This design comes from an exercise in tuning for small area, a short achievable clock period and few clock cycles per item on the open sky130 flow, not from production work.
Only the layout flow was run in this run; the RTL was not checked for function there.
No activity file was given, so power comes from the tool's default toggle rates.

$ cat design.v
module curve_tangler (
    input  wire        clk,
    input  wire        rst,         
    input  wire        cmd_valid,
    output wire        cmd_ready,
    input  wire [1:0]  cmd_op,
    input  wire [63:0] cmd_arg,
    output wire        rsp_valid,
    input  wire        rsp_ready,
    output wire [63:0] rsp_data
);
    reg  valid;
    assign cmd_ready = ~valid | rsp_ready;
    assign rsp_valid = valid;
    wire hil = cmd_op[1];
    wire det = cmd_op[0];
    wire ent = hil & ~det;           
    wire [31:0] ax = cmd_arg[63:32];
    wire [31:0] ay = cmd_arg[31:0];
    wire [31:0] u, s, lm01, lm10, lv0, lv1;
    genvar k;
    generate for (k = 0; k < 32; k = k + 1) begin : g_leaf
        assign u[k]    = det ? cmd_arg[2*k+1] : ax[k];
        assign s[k]    = det ? cmd_arg[2*k] : (ax[k] ^ ay[k]);
        assign lm01[k] = ent & s[k];
        assign lm10[k] = ent & ~s[k];
        assign lv0[k]  = hil & s[k] & u[k];
        assign lv1[k]  = hil & ~(s[k] | u[k]);
    end endgenerate
    wire t0c_1;
    assign t0c_1 = (lv0[31] ^ (lm01[30] & lv1[31]) ^ lv0[30]);
    wire t0p_2;
    assign t0p_2 = ((lm10[30] & lv0[31]) ^ lv1[31] ^ lv1[30]);
    wire pm_3;
    assign pm_3 = ~((lm01[28] & lm10[29]));
    wire pm_4;
    assign pm_4 = (lm01[29] ^ lm01[28]);
    wire pm_5;
    assign pm_5 = (lm10[28] ^ lm10[29]);
    wire pm_6;
    assign pm_6 = ~((lm10[28] & lm01[29]));
    wire pm_7;
    assign pm_7 = (lv0[29] ^ (lm01[28] & lv1[29]) ^ lv0[28]);
    wire pm_8;
    assign pm_8 = ((lm10[28] & lv0[29]) ^ lv1[29] ^ lv1[28]);
    wire pm_9;
    assign pm_9 = ~((lm01[26] & lm10[27]));
    wire pm_10;
    assign pm_10 = (lm01[27] ^ lm01[26]);
    wire pm_11;
    assign pm_11 = (lm10[26] ^ lm10[27]);
    wire pm_12;
    assign pm_12 = ~((lm10[26] & lm01[27]));
    wire pm_13;
    assign pm_13 = (lv0[27] ^ (lm01[26] & lv1[27]) ^ lv0[26]);
    wire pm_14;
    assign pm_14 = ((lm10[26] & lv0[27]) ^ lv1[27] ^ lv1[26]);
    wire pm_15;
    assign pm_15 = ~((lm01[24] & lm10[25]));
    wire pm_16;
    assign pm_16 = (lm01[25] ^ lm01[24]);
    wire pm_17;
    assign pm_17 = (lm10[24] ^ lm10[25]);
    wire pm_18;
    assign pm_18 = ~((lm10[24] & lm01[25]));
    wire pm_19;
    assign pm_19 = (lv0[25] ^ (lm01[24] & lv1[25]) ^ lv0[24]);
    wire pm_20;
    assign pm_20 = ((lm10[24] & lv0[25]) ^ lv1[25] ^ lv1[24]);
    wire pm_21;
    assign pm_21 = ~((lm01[22] & lm10[23]));
    wire pm_22;
    assign pm_22 = (lm01[23] ^ lm01[22]);
    wire pm_23;
    assign pm_23 = (lm10[22] ^ lm10[23]);
    wire pm_24;
    assign pm_24 = ~((lm10[22] & lm01[23]));
    wire pm_25;
    assign pm_25 = (lv0[23] ^ (lm01[22] & lv1[23]) ^ lv0[22]);
    wire pm_26;
    assign pm_26 = ((lm10[22] & lv0[23]) ^ lv1[23] ^ lv1[22]);
    wire pm_27;
    assign pm_27 = ~((lm01[20] & lm10[21]));
    wire pm_28;
    assign pm_28 = (lm01[21] ^ lm01[20]);
    wire pm_29;
    assign pm_29 = (lm10[20] ^ lm10[21]);
    wire pm_30;
    assign pm_30 = ~((lm10[20] & lm01[21]));
    wire pm_31;
    assign pm_31 = (lv0[21] ^ (lm01[20] & lv1[21]) ^ lv0[20]);
    wire pm_32;
    assign pm_32 = ((lm10[20] & lv0[21]) ^ lv1[21] ^ lv1[20]);
    wire pm_33;
    assign pm_33 = ~((lm01[18] & lm10[19]));
    wire pm_34;
    assign pm_34 = (lm01[19] ^ lm01[18]);
    wire pm_35;
    assign pm_35 = (lm10[18] ^ lm10[19]);
    wire pm_36;
    assign pm_36 = ~((lm10[18] & lm01[19]));
    wire pm_37;
    assign pm_37 = (lv0[19] ^ (lm01[18] & lv1[19]) ^ lv0[18]);
    wire pm_38;
    assign pm_38 = ((lm10[18] & lv0[19]) ^ lv1[19] ^ lv1[18]);
    wire pm_39;
    assign pm_39 = ~((lm01[16] & lm10[17]));
    wire pm_40;
    assign pm_40 = (lm01[17] ^ lm01[16]);
    wire pm_41;
    assign pm_41 = (lm10[16] ^ lm10[17]);
    wire pm_42;
    assign pm_42 = ~((lm10[16] & lm01[17]));
    wire pm_43;
    assign pm_43 = (lv0[17] ^ (lm01[16] & lv1[17]) ^ lv0[16]);
    wire pm_44;
    assign pm_44 = ((lm10[16] & lv0[17]) ^ lv1[17] ^ lv1[16]);
    wire pm_45;
    assign pm_45 = ~((lm01[14] & lm10[15]));
    wire pm_46;
    assign pm_46 = (lm01[15] ^ lm01[14]);
    wire pm_47;
    assign pm_47 = (lm10[14] ^ lm10[15]);
    wire pm_48;
    assign pm_48 = ~((lm10[14] & lm01[15]));
    wire pm_49;
    assign pm_49 = (lv0[15] ^ (lm01[14] & lv1[15]) ^ lv0[14]);
    wire pm_50;
    assign pm_50 = ((lm10[14] & lv0[15]) ^ lv1[15] ^ lv1[14]);
    wire pm_51;
    assign pm_51 = ~((lm01[12] & lm10[13]));
    wire pm_52;
    assign pm_52 = (lm01[13] ^ lm01[12]);
    wire pm_53;
    assign pm_53 = (lm10[12] ^ lm10[13]);
    wire pm_54;
    assign pm_54 = ~((lm10[12] & lm01[13]));
    wire pm_55;
    assign pm_55 = (lv0[13] ^ (lm01[12] & lv1[13]) ^ lv0[12]);
    wire pm_56;
    assign pm_56 = ((lm10[12] & lv0[13]) ^ lv1[13] ^ lv1[12]);
    wire pm_57;
    assign pm_57 = ~((lm01[10] & lm10[11]));
    wire pm_58;
    assign pm_58 = (lm01[11] ^ lm01[10]);
    wire pm_59;
    assign pm_59 = (lm10[10] ^ lm10[11]);
    wire pm_60;
    assign pm_60 = ~((lm10[10] & lm01[11]));
    wire pm_61;
    assign pm_61 = (lv0[11] ^ (lm01[10] & lv1[11]) ^ lv0[10]);
    wire pm_62;
    assign pm_62 = ((lm10[10] & lv0[11]) ^ lv1[11] ^ lv1[10]);
    wire pm_63;
    assign pm_63 = ~((lm01[8] & lm10[9]));
    wire pm_64;
    assign pm_64 = (lm01[9] ^ lm01[8]);
    wire pm_65;
    assign pm_65 = (lm10[8] ^ lm10[9]);
    wire pm_66;
    assign pm_66 = ~((lm10[8] & lm01[9]));
    wire pm_67;
    assign pm_67 = (lv0[9] ^ (lm01[8] & lv1[9]) ^ lv0[8]);
    wire pm_68;
    assign pm_68 = ((lm10[8] & lv0[9]) ^ lv1[9] ^ lv1[8]);
    wire pm_69;
    assign pm_69 = ~((lm01[6] & lm10[7]));
    wire pm_70;
    assign pm_70 = (lm01[7] ^ lm01[6]);
    wire pm_71;
    assign pm_71 = (lm10[6] ^ lm10[7]);
    wire pm_72;
    assign pm_72 = ~((lm10[6] & lm01[7]));
    wire pm_73;
    assign pm_73 = (lv0[7] ^ (lm01[6] & lv1[7]) ^ lv0[6]);
    wire pm_74;
    assign pm_74 = ((lm10[6] & lv0[7]) ^ lv1[7] ^ lv1[6]);
    wire pm_75;
    assign pm_75 = ~((lm01[4] & lm10[5]));
    wire pm_76;
    assign pm_76 = (lm01[5] ^ lm01[4]);
    wire pm_77;
    assign pm_77 = (lm10[4] ^ lm10[5]);
    wire pm_78;
    assign pm_78 = ~((lm10[4] & lm01[5]));
    wire pm_79;
    assign pm_79 = (lv0[5] ^ (lm01[4] & lv1[5]) ^ lv0[4]);
    wire pm_80;
    assign pm_80 = ((lm10[4] & lv0[5]) ^ lv1[5] ^ lv1[4]);
    wire pm_81;
    assign pm_81 = ~((lm01[2] & lm10[3]));
    wire pm_82;
    assign pm_82 = (lm01[3] ^ lm01[2]);
    wire pm_83;
    assign pm_83 = (lm10[2] ^ lm10[3]);
    wire pm_84;
    assign pm_84 = ~((lm10[2] & lm01[3]));
    wire pm_85;
    assign pm_85 = (lv0[3] ^ (lm01[2] & lv1[3]) ^ lv0[2]);
    wire pm_86;
    assign pm_86 = ((lm10[2] & lv0[3]) ^ lv1[3] ^ lv1[2]);
    wire pm_87;
    assign pm_87 = ~((lm01[0] & lm10[1]));
    wire pm_88;
    assign pm_88 = (lm01[1] ^ lm01[0]);
    wire pm_89;
    assign pm_89 = (lm10[0] ^ lm10[1]);
    wire pm_90;
    assign pm_90 = ~((lm10[0] & lm01[1]));
    wire pm_91;
    assign pm_91 = (lv0[1] ^ (lm01[0] & lv1[1]) ^ lv0[0]);
    wire pm_92;
    assign pm_92 = ((lm10[0] & lv0[1]) ^ lv1[1] ^ lv1[0]);
    wire bkc_93;
    assign bkc_93 = ((pm_3 & t0c_1) ^ (pm_4 & t0p_2) ^ pm_7);
    wire bkp_94;
    assign bkp_94 = ((pm_5 & t0c_1) ^ (pm_6 & t0p_2) ^ pm_8);
    wire bk_95;
    assign bk_95 = ((pm_15 & pm_9) ^ (pm_16 & pm_11));
    wire bk_96;
    assign bk_96 = ((pm_15 & pm_10) ^ (pm_16 & pm_12));
    wire bk_97;
    assign bk_97 = ((pm_17 & pm_9) ^ (pm_18 & pm_11));
    wire bk_98;
    assign bk_98 = ((pm_17 & pm_10) ^ (pm_18 & pm_12));
    wire bk_99;
    assign bk_99 = ((pm_15 & pm_13) ^ (pm_16 & pm_14) ^ pm_19);
    wire bk_100;
    assign bk_100 = ((pm_17 & pm_13) ^ (pm_18 & pm_14) ^ pm_20);
    wire bk_101;
    assign bk_101 = ((pm_27 & pm_21) ^ (pm_28 & pm_23));
    wire bk_102;
    assign bk_102 = ((pm_27 & pm_22) ^ (pm_28 & pm_24));
    wire bk_103;
    assign bk_103 = ((pm_29 & pm_21) ^ (pm_30 & pm_23));
    wire bk_104;
    assign bk_104 = ((pm_29 & pm_22) ^ (pm_30 & pm_24));
    wire bk_105;
    assign bk_105 = ((pm_27 & pm_25) ^ (pm_28 & pm_26) ^ pm_31);
    wire bk_106;
    assign bk_106 = ((pm_29 & pm_25) ^ (pm_30 & pm_26) ^ pm_32);
    wire bk_107;
    assign bk_107 = ((pm_39 & pm_33) ^ (pm_40 & pm_35));
    wire bk_108;
    assign bk_108 = ((pm_39 & pm_34) ^ (pm_40 & pm_36));
    wire bk_109;
    assign bk_109 = ((pm_41 & pm_33) ^ (pm_42 & pm_35));
    wire bk_110;
    assign bk_110 = ((pm_41 & pm_34) ^ (pm_42 & pm_36));
    wire bk_111;
    assign bk_111 = ((pm_39 & pm_37) ^ (pm_40 & pm_38) ^ pm_43);
    wire bk_112;
    assign bk_112 = ((pm_41 & pm_37) ^ (pm_42 & pm_38) ^ pm_44);
    wire bk_113;
    assign bk_113 = ((pm_51 & pm_45) ^ (pm_52 & pm_47));
    wire bk_114;
    assign bk_114 = ((pm_51 & pm_46) ^ (pm_52 & pm_48));
    wire bk_115;
    assign bk_115 = ((pm_53 & pm_45) ^ (pm_54 & pm_47));
    wire bk_116;
    assign bk_116 = ((pm_53 & pm_46) ^ (pm_54 & pm_48));
    wire bk_117;
    assign bk_117 = ((pm_51 & pm_49) ^ (pm_52 & pm_50) ^ pm_55);
    wire bk_118;
    assign bk_118 = ((pm_53 & pm_49) ^ (pm_54 & pm_50) ^ pm_56);
    wire bk_119;
    assign bk_119 = ((pm_63 & pm_57) ^ (pm_64 & pm_59));
    wire bk_120;
    assign bk_120 = ((pm_63 & pm_58) ^ (pm_64 & pm_60));
    wire bk_121;
    assign bk_121 = ((pm_65 & pm_57) ^ (pm_66 & pm_59));
    wire bk_122;
    assign bk_122 = ((pm_65 & pm_58) ^ (pm_66 & pm_60));
    wire bk_123;
    assign bk_123 = ((pm_63 & pm_61) ^ (pm_64 & pm_62) ^ pm_67);
    wire bk_124;
    assign bk_124 = ((pm_65 & pm_61) ^ (pm_66 & pm_62) ^ pm_68);
    wire bk_125;
    assign bk_125 = ((pm_75 & pm_69) ^ (pm_76 & pm_71));
    wire bk_126;
    assign bk_126 = ((pm_75 & pm_70) ^ (pm_76 & pm_72));
    wire bk_127;
    assign bk_127 = ((pm_77 & pm_69) ^ (pm_78 & pm_71));
    wire bk_128;
    assign bk_128 = ((pm_77 & pm_70) ^ (pm_78 & pm_72));
    wire bk_129;
    assign bk_129 = ((pm_75 & pm_73) ^ (pm_76 & pm_74) ^ pm_79);
    wire bk_130;
    assign bk_130 = ((pm_77 & pm_73) ^ (pm_78 & pm_74) ^ pm_80);
    wire bk_131;
    assign bk_131 = ((pm_87 & pm_81) ^ (pm_88 & pm_83));
    wire bk_132;
    assign bk_132 = ((pm_87 & pm_82) ^ (pm_88 & pm_84));
    wire bk_133;
    assign bk_133 = ((pm_89 & pm_81) ^ (pm_90 & pm_83));
    wire bk_134;
    assign bk_134 = ((pm_89 & pm_82) ^ (pm_90 & pm_84));
    wire bk_135;
    assign bk_135 = ((pm_87 & pm_85) ^ (pm_88 & pm_86) ^ pm_91);
    wire bk_136;
    assign bk_136 = ((pm_89 & pm_85) ^ (pm_90 & pm_86) ^ pm_92);
    wire bkc_137;
    assign bkc_137 = ((bk_95 & bkc_93) ^ (bk_96 & bkp_94) ^ bk_99);
    wire bkp_138;
    assign bkp_138 = ((bk_97 & bkc_93) ^ (bk_98 & bkp_94) ^ bk_100);
    wire bk_139;
    assign bk_139 = ((bk_107 & bk_101) ^ (bk_108 & bk_103));
    wire bk_140;
    assign bk_140 = ((bk_107 & bk_102) ^ (bk_108 & bk_104));
    wire bk_141;
    assign bk_141 = ((bk_109 & bk_101) ^ (bk_110 & bk_103));
    wire bk_142;
    assign bk_142 = ((bk_109 & bk_102) ^ (bk_110 & bk_104));
    wire bk_143;
    assign bk_143 = ((bk_107 & bk_105) ^ (bk_108 & bk_106) ^ bk_111);
    wire bk_144;
    assign bk_144 = ((bk_109 & bk_105) ^ (bk_110 & bk_106) ^ bk_112);
    wire bk_145;
    assign bk_145 = ((bk_119 & bk_113) ^ (bk_120 & bk_115));
    wire bk_146;
    assign bk_146 = ((bk_119 & bk_114) ^ (bk_120 & bk_116));
    wire bk_147;
    assign bk_147 = ((bk_121 & bk_113) ^ (bk_122 & bk_115));
    wire bk_148;
    assign bk_148 = ((bk_121 & bk_114) ^ (bk_122 & bk_116));
    wire bk_149;
    assign bk_149 = ((bk_119 & bk_117) ^ (bk_120 & bk_118) ^ bk_123);
    wire bk_150;
    assign bk_150 = ((bk_121 & bk_117) ^ (bk_122 & bk_118) ^ bk_124);
    wire bk_151;
    assign bk_151 = ((bk_131 & bk_125) ^ (bk_132 & bk_127));
    wire bk_152;
    assign bk_152 = ((bk_131 & bk_126) ^ (bk_132 & bk_128));
    wire bk_153;
    assign bk_153 = ((bk_133 & bk_125) ^ (bk_134 & bk_127));
    wire bk_154;
    assign bk_154 = ((bk_133 & bk_126) ^ (bk_134 & bk_128));
    wire bk_155;
    assign bk_155 = ((bk_131 & bk_129) ^ (bk_132 & bk_130) ^ bk_135);
    wire bk_156;
    assign bk_156 = ((bk_133 & bk_129) ^ (bk_134 & bk_130) ^ bk_136);
    wire bkc_157;
    assign bkc_157 = ((bk_139 & bkc_137) ^ (bk_140 & bkp_138) ^ bk_143);
    wire bkp_158;
    assign bkp_158 = ((bk_141 & bkc_137) ^ (bk_142 & bkp_138) ^ bk_144);
    wire bk_159;
    assign bk_159 = ((bk_151 & bk_145) ^ (bk_152 & bk_147));
    wire bk_160;
    assign bk_160 = ((bk_151 & bk_146) ^ (bk_152 & bk_148));
    wire bk_161;
    assign bk_161 = ((bk_153 & bk_145) ^ (bk_154 & bk_147));
    wire bk_162;
    assign bk_162 = ((bk_153 & bk_146) ^ (bk_154 & bk_148));
    wire bk_163;
    assign bk_163 = ((bk_151 & bk_149) ^ (bk_152 & bk_150) ^ bk_155);
    wire bk_164;
    assign bk_164 = ((bk_153 & bk_149) ^ (bk_154 & bk_150) ^ bk_156);
    wire bkc_165;
    assign bkc_165 = ((bk_159 & bkc_157) ^ (bk_160 & bkp_158) ^ bk_163);
    wire bkp_166;
    assign bkp_166 = ((bk_161 & bkc_157) ^ (bk_162 & bkp_158) ^ bk_164);
    wire bdc_167;
    assign bdc_167 = ((bk_145 & bkc_157) ^ (bk_146 & bkp_158) ^ bk_149);
    wire bdp_168;
    assign bdp_168 = ((bk_147 & bkc_157) ^ (bk_148 & bkp_158) ^ bk_150);
    wire bdc_169;
    assign bdc_169 = ((bk_101 & bkc_137) ^ (bk_102 & bkp_138) ^ bk_105);
    wire bdp_170;
    assign bdp_170 = ((bk_103 & bkc_137) ^ (bk_104 & bkp_138) ^ bk_106);
    wire bdc_171;
    assign bdc_171 = ((bk_113 & bkc_157) ^ (bk_114 & bkp_158) ^ bk_117);
    wire bdp_172;
    assign bdp_172 = ((bk_115 & bkc_157) ^ (bk_116 & bkp_158) ^ bk_118);
    wire bdc_173;
    assign bdc_173 = ((bk_125 & bdc_167) ^ (bk_126 & bdp_168) ^ bk_129);
    wire bdp_174;
    assign bdp_174 = ((bk_127 & bdc_167) ^ (bk_128 & bdp_168) ^ bk_130);
    wire bdc_175;
    assign bdc_175 = ((pm_9 & bkc_93) ^ (pm_10 & bkp_94) ^ pm_13);
    wire bdp_176;
    assign bdp_176 = ((pm_11 & bkc_93) ^ (pm_12 & bkp_94) ^ pm_14);
    wire bdc_177;
    assign bdc_177 = ((pm_21 & bkc_137) ^ (pm_22 & bkp_138) ^ pm_25);
    wire bdp_178;
    assign bdp_178 = ((pm_23 & bkc_137) ^ (pm_24 & bkp_138) ^ pm_26);
    wire bdc_179;
    assign bdc_179 = ((pm_33 & bdc_169) ^ (pm_34 & bdp_170) ^ pm_37);
    wire bdp_180;
    assign bdp_180 = ((pm_35 & bdc_169) ^ (pm_36 & bdp_170) ^ pm_38);
    wire bdc_181;
    assign bdc_181 = ((pm_45 & bkc_157) ^ (pm_46 & bkp_158) ^ pm_49);
    wire bdp_182;
    assign bdp_182 = ((pm_47 & bkc_157) ^ (pm_48 & bkp_158) ^ pm_50);
    wire bdc_183;
    assign bdc_183 = ((pm_57 & bdc_171) ^ (pm_58 & bdp_172) ^ pm_61);
    wire bdp_184;
    assign bdp_184 = ((pm_59 & bdc_171) ^ (pm_60 & bdp_172) ^ pm_62);
    wire bdc_185;
    assign bdc_185 = ((pm_69 & bdc_167) ^ (pm_70 & bdp_168) ^ pm_73);
    wire bdp_186;
    assign bdp_186 = ((pm_71 & bdc_167) ^ (pm_72 & bdp_168) ^ pm_74);
    wire bdc_187;
    assign bdc_187 = ((pm_81 & bdc_173) ^ (pm_82 & bdp_174) ^ pm_85);
    wire bdp_188;
    assign bdp_188 = ((pm_83 & bdc_173) ^ (pm_84 & bdp_174) ^ pm_86);
    wire [14:0] n_c, n_p;
    assign n_c[14] = t0c_1;
    assign n_p[14] = t0p_2;
    assign n_c[13] = bkc_93;
    assign n_p[13] = bkp_94;
    assign n_c[12] = bdc_175;
    assign n_p[12] = bdp_176;
    assign n_c[11] = bkc_137;
    assign n_p[11] = bkp_138;
    assign n_c[10] = bdc_177;
    assign n_p[10] = bdp_178;
    assign n_c[9] = bdc_169;
    assign n_p[9] = bdp_170;
    assign n_c[8] = bdc_179;
    assign n_p[8] = bdp_180;
    assign n_c[7] = bkc_157;
    assign n_p[7] = bkp_158;
    assign n_c[6] = bdc_181;
    assign n_p[6] = bdp_182;
    assign n_c[5] = bdc_171;
    assign n_p[5] = bdp_172;
    assign n_c[4] = bdc_183;
    assign n_p[4] = bdp_184;
    assign n_c[3] = bdc_167;
    assign n_p[3] = bdp_168;
    assign n_c[2] = bdc_185;
    assign n_p[2] = bdp_186;
    assign n_c[1] = bdc_173;
    assign n_p[1] = bdp_174;
    assign n_c[0] = bdc_187;
    assign n_p[0] = bdp_188;
    wire [31:0] n_o, n_m;
    generate for (k = 0; k < 16; k = k + 1) begin : g_pre
        wire uu = u[2*k+1], su = s[2*k+1];
        wire ul = u[2*k],   sl = s[2*k];
        wire tau = ent ? ((su ^ sl) & (uu ^ sl))
                       : (sl ? ~(su | uu) : (su & uu));
        assign n_o[2*k+1] = hil ? uu : (det ? cmd_arg[4*k+2] : ay[2*k+1]);
        assign n_o[2*k]   = hil ? (ul ^ tau) : (det ? cmd_arg[4*k] : ay[2*k]);
        assign n_m[2*k+1] = hil ? su : (det ? (cmd_arg[4*k+3] ^ cmd_arg[4*k+2]) : ax[2*k+1]);
        assign n_m[2*k]   = hil ? sl : (det ? (cmd_arg[4*k+1] ^ cmd_arg[4*k]) : ax[2*k]);
    end endgenerate
    reg         r_ent, r_det;
    reg  [31:0] r_o, r_m;
    reg  [14:0] r_c, r_p;
    always @(posedge clk) begin
        if (rst)
            valid <= 1'b0;
        else if (cmd_ready)
            valid <= cmd_valid;
        if (cmd_ready) begin
            r_ent <= ent;
            r_det <= det;
            r_o   <= n_o;
            r_m   <= n_m;
            r_c   <= n_c;
            r_p   <= n_p;
        end
    end
    wire [15:0] e_c = {1'b0, r_c};
    wire [15:0] e_p = {1'b0, r_p};
    wire [31:0] fo;
    generate for (k = 0; k < 16; k = k + 1) begin : g_post
        wire c = e_c[k], p = e_p[k];
        wire mu = r_m[2*k+1], ml = r_m[2*k];
        wire qu = mu ? p : c;
        wire x  = r_ent & (mu ^ ml);
        wire ql = x ? (c ^ p) : (ml ? p : c);
        assign fo[2*k+1] = r_o[2*k+1] ^ qu;
        assign fo[2*k]   = r_o[2*k] ^ ql;
    end endgenerate
    wire [63:0] ent_res, det_res;
    generate for (k = 0; k < 32; k = k + 1) begin : g_res
        assign ent_res[2*k+1] = fo[k];
        assign ent_res[2*k]   = r_m[k];
        assign det_res[32+k]  = fo[k];
        assign det_res[k]     = fo[k] ^ r_m[k];
    end endgenerate
    assign rsp_data = r_det ? det_res : ent_res;
endmodule
$ cat run.sh
#!/bin/bash
# synth_recipe.tcl (not shown) runs the flow's synth.tcl, then flattens the netlist and writes it again
# the make line also repeats each setting of config.mk as NAME=value (left out here)
make -C /OpenROAD-flow-scripts/flow DESIGN_CONFIG=/design/flow/config.mk WORK_HOME=/design/flow/orfs CLKGATE_MAP_FILE= SYNTH_SCRIPT=/design/flow/synth_recipe.tcl finish
$ cat constraint.sdc
create_clock -name core_clock -period 10.0 [get_ports {clk}]
set_input_delay 2.0000 -clock core_clock [delete_from_list [all_inputs] [get_ports {clk}]]
set_output_delay 2.0000 -clock core_clock [all_outputs]
set_load 0.01 [all_outputs]
$ cat config.mk
export PLATFORM = sky130hd
export DESIGN_NAME = curve_tangler
export DESIGN_NICKNAME = curve_tangler
export VERILOG_FILES = /design/flow/design.v
export SDC_FILE = /design/flow/constraint.sdc
export NUM_CORES = 4
export LEC_CHECK = 0
export ABC_AREA = 1
export CAP_MARGIN = 20
export CORE_MARGIN = 2
export CORE_UTILIZATION = 40
export GPL_ROUTABILITY_DRIVEN = 1
export GPL_TIMING_DRIVEN = 1
export PLACE_DENSITY = 0.6
export SETUP_SLACK_MARGIN = 5
export SLEW_MARGIN = 20
==> run summary <==
worst reg2reg setup slack a little over 8 ns; Tot GR Track Use 0.2882; number of global-route vias before repair 11390; placed instance area approximately 13000 µm²; Netlist cell types 54; routability cong. between 0.9 and 1; commonest non-fill, non-tap cell in the layout nand2_1; hold buffer count at CTS 0; critical path's slowest cell clkdlybuf4s15_2; number of fillers in the final layout 2604; Die Area roughly 30000 µm²; Final Hold Viols 0; final core occ 0.5819; Synth Area per Inst roughly 6.3 µm²; nets between 2000 and 2500; Final setup viols 0; # H-tree levels 3; Adder-Cell Fraction of Synth Area 0; leak pwr around 7.6 nW; f_max 0.1891 GHz; Crit. End Element flip-flop; Initial Util 0.4071; kind of critical path input port to flip-flop; M3 GR Usage 0.05562; Top delay family on crit path simple AND/OR/NAND/NOR gates; Max IR drop VDD ~0.0001 V; layout cells sized above 1 0.2897; grt ovf 0; FP Rows between 60 and 70; commonest cells after routing, fill and taps aside nand2_1 (385), o21ai_0 (197), inv_1 (197); core region area 27860 µm²; Finished Cell Area ~16000 µm²; CP Launch Type input port; CP Data Arrival Time about 5.4 ns; CTS tree built; Pins Over Slew Limit 0; CTS max path bufs 2; busiest grt layer met2; Die Width ~170 µm; Post-DRT Antenna Nets 0; detailed-route via count roughly 13000; IO buf count 135; number of flops mapped to enable cells by yosys 96; Area growth syn-to-layout 42.91%; crit path max fanout 5; clock latency on the worst-skew pair 0.35 ns; setup ws final around 4.7 ns; final setup TNS 0 ns; die height approximately 170 µm; simple logic cell fraction of the synthesized area 0.3313; RSZ-0062 raised after global routing true; drt wl/cell about 18 µm; Max-Cap Viols 0; Worst-path clk slew around 0.07 ns; Mapped Cells around 1800; Worst-Margin Slew about 0.82 ns; Avg Vias per Cell 5.329; biggest cell delay along the critical path approximately 0.3 ns; XOR/XNOR Fraction of Synth Area 0.1284; # IOs between 100 and 150; ys async rst share 0; global-route wire length before repair between 60000 and 70000 µm; compound-cell area share of the yosys netlist 0.1583; met1 GRT Util 0.4022; share of the yosys chip area belonging to registers 0.2559; status complete, no violations; period utilization 0.5287; Post-DP HPWL between 30000 and 40000 µm; drt total wl 44180 µm; min Tclk post-route roughly 5.3 ns; Starting DRT DRC Count around 1200; CTS root buf clkbuf_16; skew final 0.007628 ns; main combinational cell family by area after synthesis simple AND/OR/NAND/NOR gates; Pwr Total 2.767 mW; P per Cell Area 170.7 nW/µm²; Hold Crit Class flip-flop to flip-flop; Sink Count just under 100; Yosys reg bits 97; Post-Syn Area 11340 µm²; met2 GRT Util 0.4466; Num CTS Buffers 9; YS warnings 1; initial antenna violation count 6; crit path buf inv count 5; Slew headroom 0.4480; Post-Place Setup Slack roughly 3.2 ns; largest net degree at the start of global routing 76; Synth Net Count 1861; drt pass-1 iters 5; Post-route DRC 0; Top FF cell, synth edfxtp_1; post-synthesis mux area share 0.009818; Critical Path RT slightly above 10 ns
## what timing repair did
item / in CTS / in global routing
gates resized for setup: 340 / 212
endpoints found under the setup margin: 68 / 33
buffers inserted: 95 / 41
pin swaps: 97 / 109
cloned: 11 / 2
## final cells by class
cell class                 count  area (µm²)  area share
antenna                        2       5.005   0.0003088
timing repair buffer         286        2740      0.1690
multi-input combinational   1378        8747      0.5396
tap                          378       473.0     0.02918
timing repair inverter         4       41.29    0.002547
clock buffer                   9       225.2     0.01389
sequential                    97        2903      0.1791
inverter                     259        1021     0.06299
clock inverter                 7       53.80    0.003319
## synth_stat cells (3+ instances only)
master,n,area share
o21ai_1,10,0.0044
xnor2_1,65,0.050
nand2_1,500,0.17
nor2_2,13,0.0072
o211ai_1,3,0.0020
mux2i_1,10,0.0088
inv_2,17,0.0056
o21ai_0,202,0.089
buf_8,3,0.0040
xor2_2,4,0.0057
xor2_1,92,0.071
a21oi_2,3,0.0023
o22ai_1,22,0.012
inv_1,240,0.079
nand4_1,8,0.0044
buf_2,5,0.0022
nand3b_1,9,0.0060
a211oi_1,3,0.0020
nor2_1,134,0.044
nand3_2,14,0.012
o31ai_1,4,0.0026
edfxtp_1,96,0.25
a31oi_1,3,0.0017
a21oi_1,71,0.031
nand3_1,146,0.064
nand2_2,25,0.014
clkbuf_1,29,0.0096
nor3_1,7,0.0031
buf_6,9,0.0089
buf_4,4,0.0026
nor2_4,3,0.0030
buf_1,9,0.0030
## power breakdown
part	switching (mW)	internal (mW)
combinational	1.01	0.773
clock	0.168	0.171
sequential	0.0636	0.578
total	1.24	1.52
## metrics by stage
stage	hold slack, ns	instances
after floorplan	1.226	1791
after global placement	0.9925	2252
after detailed placement	1.004	2252
after CTS	0.8902	2374
after global routing	0.9128	2418
final	0.8835	2420
## state kept, by name, summed over array words and instances, names as in the netlist
register,count
r_det,1
r_ent,1
r_c,15
r_o,32
valid,1
r_m,32
r_p,15
## worst register-to-register path, stage by stage, from the launching register on
cell     delay [ns]
dfxtp_1        0.47
nand2_8        0.16
buf_4          0.21
buf_4          0.61
## routing by layer
layer | part of all wire | vias up | wire length (µm)
met5 | 0.0010 | - | 46
met4 | 0.039 | 6 | 1723
met3 | 0.081 | 95 | 3561
met2 | 0.44 | 560 | 19420
met1 | 0.44 | 5957 | 19430
li1 | - | 6278 | -
## logic make-up (layout without fill, tap and decap cells)
group / Yosys count / in the layout
and+or+nand+nor: 868 / 870
AOI/OAI and AO/OA: 335 / 335
buffers and inverters: 318 / 565
xor gates and xnor gates: 162 / 162
DFF: 97 / 97
muxes: 11 / 11
other: 0 / 2
## final timing paths
path | startpoint | end | depth (start not counted)
max | cmd_arg[26] | r_p[4]$_DFFE_PP_ | 25
min | valid$_SDFFE_PP0P_ | r_p[6]$_DFFE_PP_ | 1
max reg2reg | valid$_SDFFE_PP0P_ | r_m[1]$_DFFE_PP_ | 3
min reg2reg | valid$_SDFFE_PP0P_ | r_p[6]$_DFFE_PP_ | 1

re-timing with driven ports:
In the flow no input, the clock included, has a driving cell. The finished layout below was timed again as built, in two steps. Step 1, drivers: a clkbuf_16 drives clk and a buf_2 each remaining input, both assumed. Step 2, shift: input delay + t, output delay - t, t = (earliest + latest rising clock arrival at the registers) / 2. This alone moves slack from input paths to output paths. Three values: ideal ports, drivers, drivers and shift; two values: the first two.
shift t [ns]: 0.388
setup WS [ns]: 4.713 / 4.487 / 4.099
worst hold slack (ns): 0.884 / 0.884 / 0.884
slew at the worst register clock pin (ns): 0.08 / 0.08
worst slew at a driven data input, ns: 0.30
After both steps this run still meets setup and hold. The setup slack of this run moves by -0.226 ns with the drivers and by -0.614 ns with both steps.
